This design comes from an exercise in tuning for small area on the open sky130 flow, not from production work.
Function was checked by simulation only, so behaviour that the tests miss may differ from the original.
No activity file was given, so power comes from the tool's default toggle rates.

==> flow/design.v <==
module ffm_servo_mixer (
    input  wire        clk,
    input  wire        rst,
    input  wire        rx_valid,
    input  wire [7:0]  rx_data,
    output wire [11:0] duty0,
    output wire [11:0] duty1,
    output wire [11:0] duty2,
    output wire [11:0] duty3,
    output wire [11:0] duty4,
    output wire [11:0] duty5,
    output wire [11:0] duty6,
    output wire [2:0]  dout,
    output wire [1:0]  drive_sel,
    output wire        kick
);
    reg  [7:0]  prev;            
    reg         sync;            
    reg  [4:0]  n;               
    reg  [15:0] acc;             
    reg  [11:0] w0, w1, w2, w3, w4, w5;   
    reg  [1:0]  mode;            
    reg  [1:0]  auxd;            
    reg  [13:0] q0, q1, q2, q3;  
    reg  [10:0] p0, p1, p2;      
    reg  [1:0]  sel_r;
    reg  [1:0]  dlo_r;
    reg         kick_r;
    function [15:0] radd(input [15:0] a, input [15:0] b, input ci);
        integer i;
        reg c;
        begin
            c = ci;
            for (i = 0; i < 16; i = i + 1) begin
                radd[i] = a[i] ^ b[i] ^ c;
                c = (a[i] & b[i]) | (a[i] & c) | (b[i] & c);
            end
        end
    endfunction
    function ult(input [15:0] a, input [15:0] b);
        integer i;
        reg c;
        begin
            c = 1'b0;
            for (i = 0; i < 16; i = i + 1)
                c = (~a[i] & b[i]) | (~(a[i] ^ b[i]) & c);
            ult = c;
        end
    endfunction
    function slt(input [15:0] a, input [15:0] b);
        slt = ult({~a[15], a[14:0]}, {~b[15], b[14:0]});
    endfunction
    wire        busy = !sync && (n != 5'd0);
    wire [15:0] n1f  = radd({11'd0, n}, 16'd1, 1'b0);
    wire [4:0]  n1   = n1f[4:0];
    wire        hdr    = (prev == 8'h20) && (rx_data == 8'h40);
    wire [11:0] word12 = {rx_data[3:0], prev};
    wire        rx_go  = rx_valid && !hdr && sync;       
    wire        odd    = n[0];
    wire [3:0]  pair   = n[4:1];
    wire        trl    = odd && (pair == 4'd14);
    wire        ck_ok  = (acc[7:0] == 8'd0) && (acc[15:8] == rx_data);
    wire m0 = (mode == 2'd0);
    wire m1 = (mode == 2'd1);
    wire m2 = (mode == 2'd2);
    wire s_duty = busy && (n == 5'd1 || n == 5'd3 || n == 5'd5);
    wire s_tp0  = busy && (n == 5'd2);
    wire s_tpa  = busy && (n == 5'd4 || n == 5'd6);
    wire s_cmp  = busy && (n == 5'd7 || n == 5'd15 || n == 5'd23 || n == 5'd27);
    wire s_wr   = busy && (n == 5'd8 || n == 5'd16 || n == 5'd24 || n == 5'd28);
    wire s_j8   = busy && (n == 5'd9);
    wire s_j16  = busy && (n == 5'd17);
    wire s_add  = busy && ((n == 5'd13 && m2) || (n == 5'd14 && m1));
    wire s_sub  = busy && ((n == 5'd21 && m2) || (n == 5'd22 && m1));
    wire s_raw  = busy && ((n == 5'd18 && m0) || n == 5'd26);
    wire s_last = busy && (n == 5'd28);
    wire rot    = busy && !(n == 5'd1 || n == 5'd3 || n == 5'd5 || n == 5'd7 || n == 5'd8 ||
                            n == 5'd15 || n == 5'd16 || n == 5'd23);
    wire pump   = busy && (n == 5'd7 || n == 5'd8);
    wire act    = (n == 5'd1 || n == 5'd2) ? 1'b1 : (n == 5'd3 || n == 5'd4) ? !m2 : !m1;
    wire        ngs  = ult(w0, 1500);
    wire        vbig = ult(w0, 1351) || !ult(w0, 1650);
    wire        dead = !ult(w0, 1451) && ult(w0, 1550);
    wire [12:0] vk   = ngs ? (vbig ? 13'd1400 : 13'd1452) : (vbig ? -13'd1600 : -13'd1548);
    wire [15:0] vr   = radd({3'd0, vk}, {3'd0, {1'b0, w0} ^ {13{ngs}}}, ngs);
    wire [11:0] cv   = dead ? 12'd0 : vbig ? vr[11:0] : {1'b0, vr[11:1]};
    wire [11:0] cvd  = (ult(w0, 901) || !ult(w0, 2100)) ? 12'd500 : cv;
    wire [15:0] sx   = pump ? {2'b00, q0} : {{2{q0[13]}}, q0};
    reg         r_use_t, r_dn;
    reg  [15:0] a_op, x_op;
    reg         neg;
    always @* begin
        a_op = acc; x_op = 16'd0; neg = 1'b0;
        if (!busy) begin
            if (hdr) a_op = 16'hFF9F;
            else begin x_op = {8'd0, rx_data}; neg = 1'b1; end
        end else if (s_duty) begin
            a_op = 16'd1500; x_op = act ? {4'd0, cvd} : 16'd0; neg = ngs && act;
        end else if (s_tp0) begin
            a_op = 16'd1500; x_op = {4'd0, cv};
        end else if (s_tpa) begin
            x_op = act ? {4'd0, cv} : 16'd0;
        end else if (s_cmp) begin
            x_op = sx; neg = 1'b1;
        end else if (s_wr) begin
            if (!r_use_t) begin
                a_op = r_dn ? (pump ? -16'd20 : -16'd10) : (pump ? 16'd20 : 16'd10);
                x_op = sx;
            end
        end else if (s_j8) begin
            a_op = m0 ? 16'd0 : -16'd1500; x_op = {4'd0, w0};
        end else if (s_j16) begin
            a_op = 16'd1500; x_op = {4'd0, w0};
        end else if (s_raw) begin
            a_op = 16'd0; x_op = {4'd0, w0};
        end else if (s_add) begin
            x_op = {4'd0, w0};
        end else if (s_sub) begin
            x_op = {4'd0, w0}; neg = 1'b1;
        end
    end
    wire [15:0] sum = radd(a_op, x_op ^ {16{neg}}, neg);
    wire [15:0] t    = acc;
    wire [15:0] dif  = sum;
    wire        snap = slt(1480, t) && slt(t, 1520) && (slt(1750, sx) || slt(sx, 1250));
    wire        up   = pump ? slt(20, dif) : slt(10, dif);
    wire        dn   = pump ? slt(dif, -16'sd20) : slt(dif, -16'sd10);
    always @(posedge clk) begin
        if (rst) begin
            prev   <= 8'h00;
            sync   <= 1'b0;
            n      <= 5'd0;
            q0     <= 14'd1500;
            q1     <= 14'd1500;
            q2     <= 14'd1500;
            q3     <= 14'd1500;
            p0     <= 11'd1500;
            p1     <= 11'd1500;
            p2     <= 11'd1500;
            sel_r  <= 2'd0;
            dlo_r  <= 2'd0;
            kick_r <= 1'b0;
        end else begin
            kick_r <= s_last;
            if (busy) begin
                n <= s_last ? 5'd0 : n1;
                if (rot) begin
                    w0 <= w1; w1 <= w2; w2 <= w3; w3 <= w4; w4 <= w5; w5 <= w0;
                end
                if (s_duty) begin
                    p0 <= p1; p1 <= p2; p2 <= sum[10:0];
                end
                if (s_tp0 || s_tpa || s_j8 || s_j16 || s_raw || s_add || s_sub)
                    acc <= sum;
                if (s_cmp) begin
                    r_use_t <= snap || !(up || dn);
                    r_dn    <= dn;
                end
                if (s_wr) begin
                    q0 <= q1; q1 <= q2; q2 <= q3; q3 <= sum[13:0];
                end
                if (s_last) begin
                    sel_r <= mode;
                    dlo_r <= auxd;
                end
            end else if (rx_valid) begin
                prev <= rx_data;
                if (hdr) begin
                    sync <= 1'b1;
                    n    <= 5'd0;
                    acc  <= sum;
                end else if (sync) begin
                    if (trl) begin
                        sync <= 1'b0;
                        if (ck_ok) begin
                            n    <= 5'd1;        
                            prev <= 8'h00;
                        end else begin
                            n    <= 5'd0;
                        end
                    end else begin
                        n   <= n1;
                        acc <= sum;
                        if (odd && ult({12'd0, pair}, 6)) begin
                            w0 <= w1; w1 <= w2; w2 <= w3; w3 <= w4; w4 <= w5;
                            w5 <= word12;
                        end
                        if (odd && pair == 4'd6)
                            mode <= ult(word12, 1300) ? 2'd0 :
                                    ult(1700, word12) ? 2'd2 : 2'd1;
                        if (odd && pair == 4'd7)
                            auxd <= {ult(1700, word12), !ult(word12, 1300)};
                    end
                end
            end
        end
    end
    function [10:0] dclamp(input [13:0] s);
        dclamp = slt({{2{s[13]}}, s}, 1000) ? 11'd1000 :
                 slt(2000, {{2{s[13]}}, s}) ? 11'd2000 : s[10:0];
    endfunction
    wire        pact = ult(1500, q0);
    wire [15:0] p60  = radd({2'b00, q0}, 16'd60, 1'b0);
    assign duty0 = {1'b0, p0};
    assign duty1 = {1'b0, p1};
    assign duty2 = {1'b0, p2};
    assign duty3 = {1'b0, !pact ? 11'd1500 : ult(1939, q0) ? 11'd2000 : p60[10:0]};
    assign duty4 = {1'b0, dclamp(q1)};
    assign duty5 = {1'b0, dclamp(q2)};
    assign duty6 = {1'b0, dclamp(q3)};
    assign dout      = {pact, dlo_r};
    assign drive_sel = sel_r;
    assign kick      = kick_r;
endmodule
export LEC_CHECK = 0
export ABC_AREA = 1
export CAP_MARGIN = 10
export CORE_MARGIN = 2
export CORE_UTILIZATION = 60
export SLEW_MARGIN = 10
create_clock -name core_clock -period 20.0 [get_ports {clk}]
standard.sh (not shown) runs the stock make flow with config.mk's settings and CLKGATE_MAP_FILE= SYNTH_SCRIPT=/design/flow/synth_recipe.tcl, a recipe that flattens the netlist after the stock synthesis.
==> flow/flow/run.sh <==
#!/bin/bash
# The standard layout, with three changes:
#  - after the standard synthesis, its combinational cells are re-mapped for
#    area (flow/resynth.sh); the registers stay exactly as synthesized;
#  - the port buffers use the smallest buffer cell;
#  - clock tree synthesis uses larger sink clusters and no dummy loads.
set -euo pipefail
export BUFFER_PORTS_ARGS="-buffer_cell sky130_fd_sc_hd__buf_1"
export CTS_ARGS="-sink_clustering_enable -repair_clock_nets -buf_list sky130_fd_sc_hd__clkbuf_4 -sink_clustering_size 10 -sink_clustering_max_diameter 40 -dont_use_dummy_load"
R=$PWD/orfs/results/$FLOW_PLATFORM/ffm_servo_mixer/base
LIB=$FLOW_HOME/platforms/$FLOW_PLATFORM/lib/sky130_fd_sc_hd__tt_025C_1v80.lib
bash standard.sh synth > flow_1_synth.log 2>&1
cp "$R/1_2_yosys.v" standard_synth.v
bash flow/resynth.sh standard_synth.v resynth.v "$LIB" flow_2_resynth.log
cp resynth.v "$R/1_2_yosys.v"
rm -f "$R/1_synth.odb" "$R/1_synth.sdc"
bash standard.sh > flow_3_layout.log 2>&1
Other scripts of this flow, unchanged in this note and not shown: flow/flow/mkmap.py, flow/flow/resynth.abc, flow/flow/resynth.sh
Edit:
--- a/flow/config.mk
+++ b/flow/config.mk
@@ -8,5 +8,5 @@
 export ABC_AREA = 1
-export CAP_MARGIN = 10
+export CAP_MARGIN = 20
 export CORE_MARGIN = 2
 export CORE_UTILIZATION = 60
-export SLEW_MARGIN = 10
+export SLEW_MARGIN = 20
Critical path depth does not change; first-iteration DRC count is unchanged; non-clock buffer count does not change; count of clock-buffer cells in the layout is unchanged; total power is unchanged; fmax does not change.
Edit:
--- a/flow/flow/run.sh
+++ b/flow/flow/run.sh
@@ -8,3 +8,3 @@
 export BUFFER_PORTS_ARGS="-buffer_cell sky130_fd_sc_hd__buf_1"
-export CTS_ARGS="-sink_clustering_enable -repair_clock_nets -buf_list sky130_fd_sc_hd__clkbuf_4 -sink_clustering_size 10 -sink_clustering_max_diameter 40 -dont_use_dummy_load"
+export CTS_ARGS="-sink_clustering_enable -repair_clock_nets -buf_list sky130_fd_sc_hd__clkbuf_4 -sink_clustering_size 12 -sink_clustering_max_diameter 45 -dont_use_dummy_load"
 R=$PWD/orfs/results/$FLOW_PLATFORM/ffm_servo_mixer/base
--- a/flow/config.mk
+++ b/flow/config.mk
@@ -10,3 +10,3 @@
 export CORE_MARGIN = 2
-export CORE_UTILIZATION = 60
+export CORE_UTILIZATION = 40
 export SLEW_MARGIN = 20
The changed run completed without violations.
Setup slack gets better by 0.70 ns.
Area after synthesis is unchanged.
Routed wire length climbs by a few percent.
Utilization goes down by 22 points.
Sequential power barely changes.
Sequential share of layout area is lower by 0.58 points.
Edit:
--- a/flow/flow/run.sh
+++ b/flow/flow/run.sh
@@ -8,3 +8,3 @@
 export BUFFER_PORTS_ARGS="-buffer_cell sky130_fd_sc_hd__buf_1"
-export CTS_ARGS="-sink_clustering_enable -repair_clock_nets -buf_list sky130_fd_sc_hd__clkbuf_4 -sink_clustering_size 12 -sink_clustering_max_diameter 45 -dont_use_dummy_load"
+export CTS_ARGS="-sink_clustering_enable -repair_clock_nets -buf_list sky130_fd_sc_hd__clkbuf_4 -sink_clustering_size 10 -sink_clustering_max_diameter 40 -dont_use_dummy_load"
 R=$PWD/orfs/results/$FLOW_PLATFORM/ffm_servo_mixer/base
--- a/flow/config.mk
+++ b/flow/config.mk
@@ -8,5 +8,5 @@
 export ABC_AREA = 1
-export CAP_MARGIN = 20
+export CAP_MARGIN = 5
 export CORE_MARGIN = 2
-export CORE_UTILIZATION = 40
-export SLEW_MARGIN = 20
+export CORE_UTILIZATION = 70
+export SLEW_MARGIN = 5
Worst setup slack gets better by 0.040 ns. Die area fell by 42%. Sequential share of layout area is higher by 0.81 points. Total power barely changes. Routed wire length rose by 2.9%. Synthesized area does not change. Maximum frequency increases by 0.40%. Utilization rose by 33 points.

[static timing again, ports no longer ideal]
In the flow no input, the clock included, has a driving cell. The finished layouts below were timed again as built, in two steps.
Step 1: set_driving_cell puts a clkbuf_16 on clk and a buf_2 on each other input, an assumption about the parent block.
Step 2 times the ports against the registers' clock, not the clock port: input delays grow and output delays shrink by t, the midpoint of the rising clock arrivals with the driver on.
a / b / c = no drivers / after step 1 / after step 2; a / b = the first two.
run | t, ns | setup WS [ns] | worst setup path after step 2 | cell pins on the clock port's net
the first run | 0.664 | 9.321 / 9.342 / 8.678 | input to register | 1
the second run | 0.664 | 9.321 / 9.342 / 8.678 | input to register | 1
the third run | 0.691 | 10.026 / 10.049 / 9.358 | input to register | 1
the fourth run | 0.674 | 10.066 / 10.082 / 9.408 | input to register | 1
After both steps setup and hold are still met in every run listed. For the third run, which loses most, drivers alone change the setup slack by +0.023 ns; drivers and shift together by -0.668 ns.
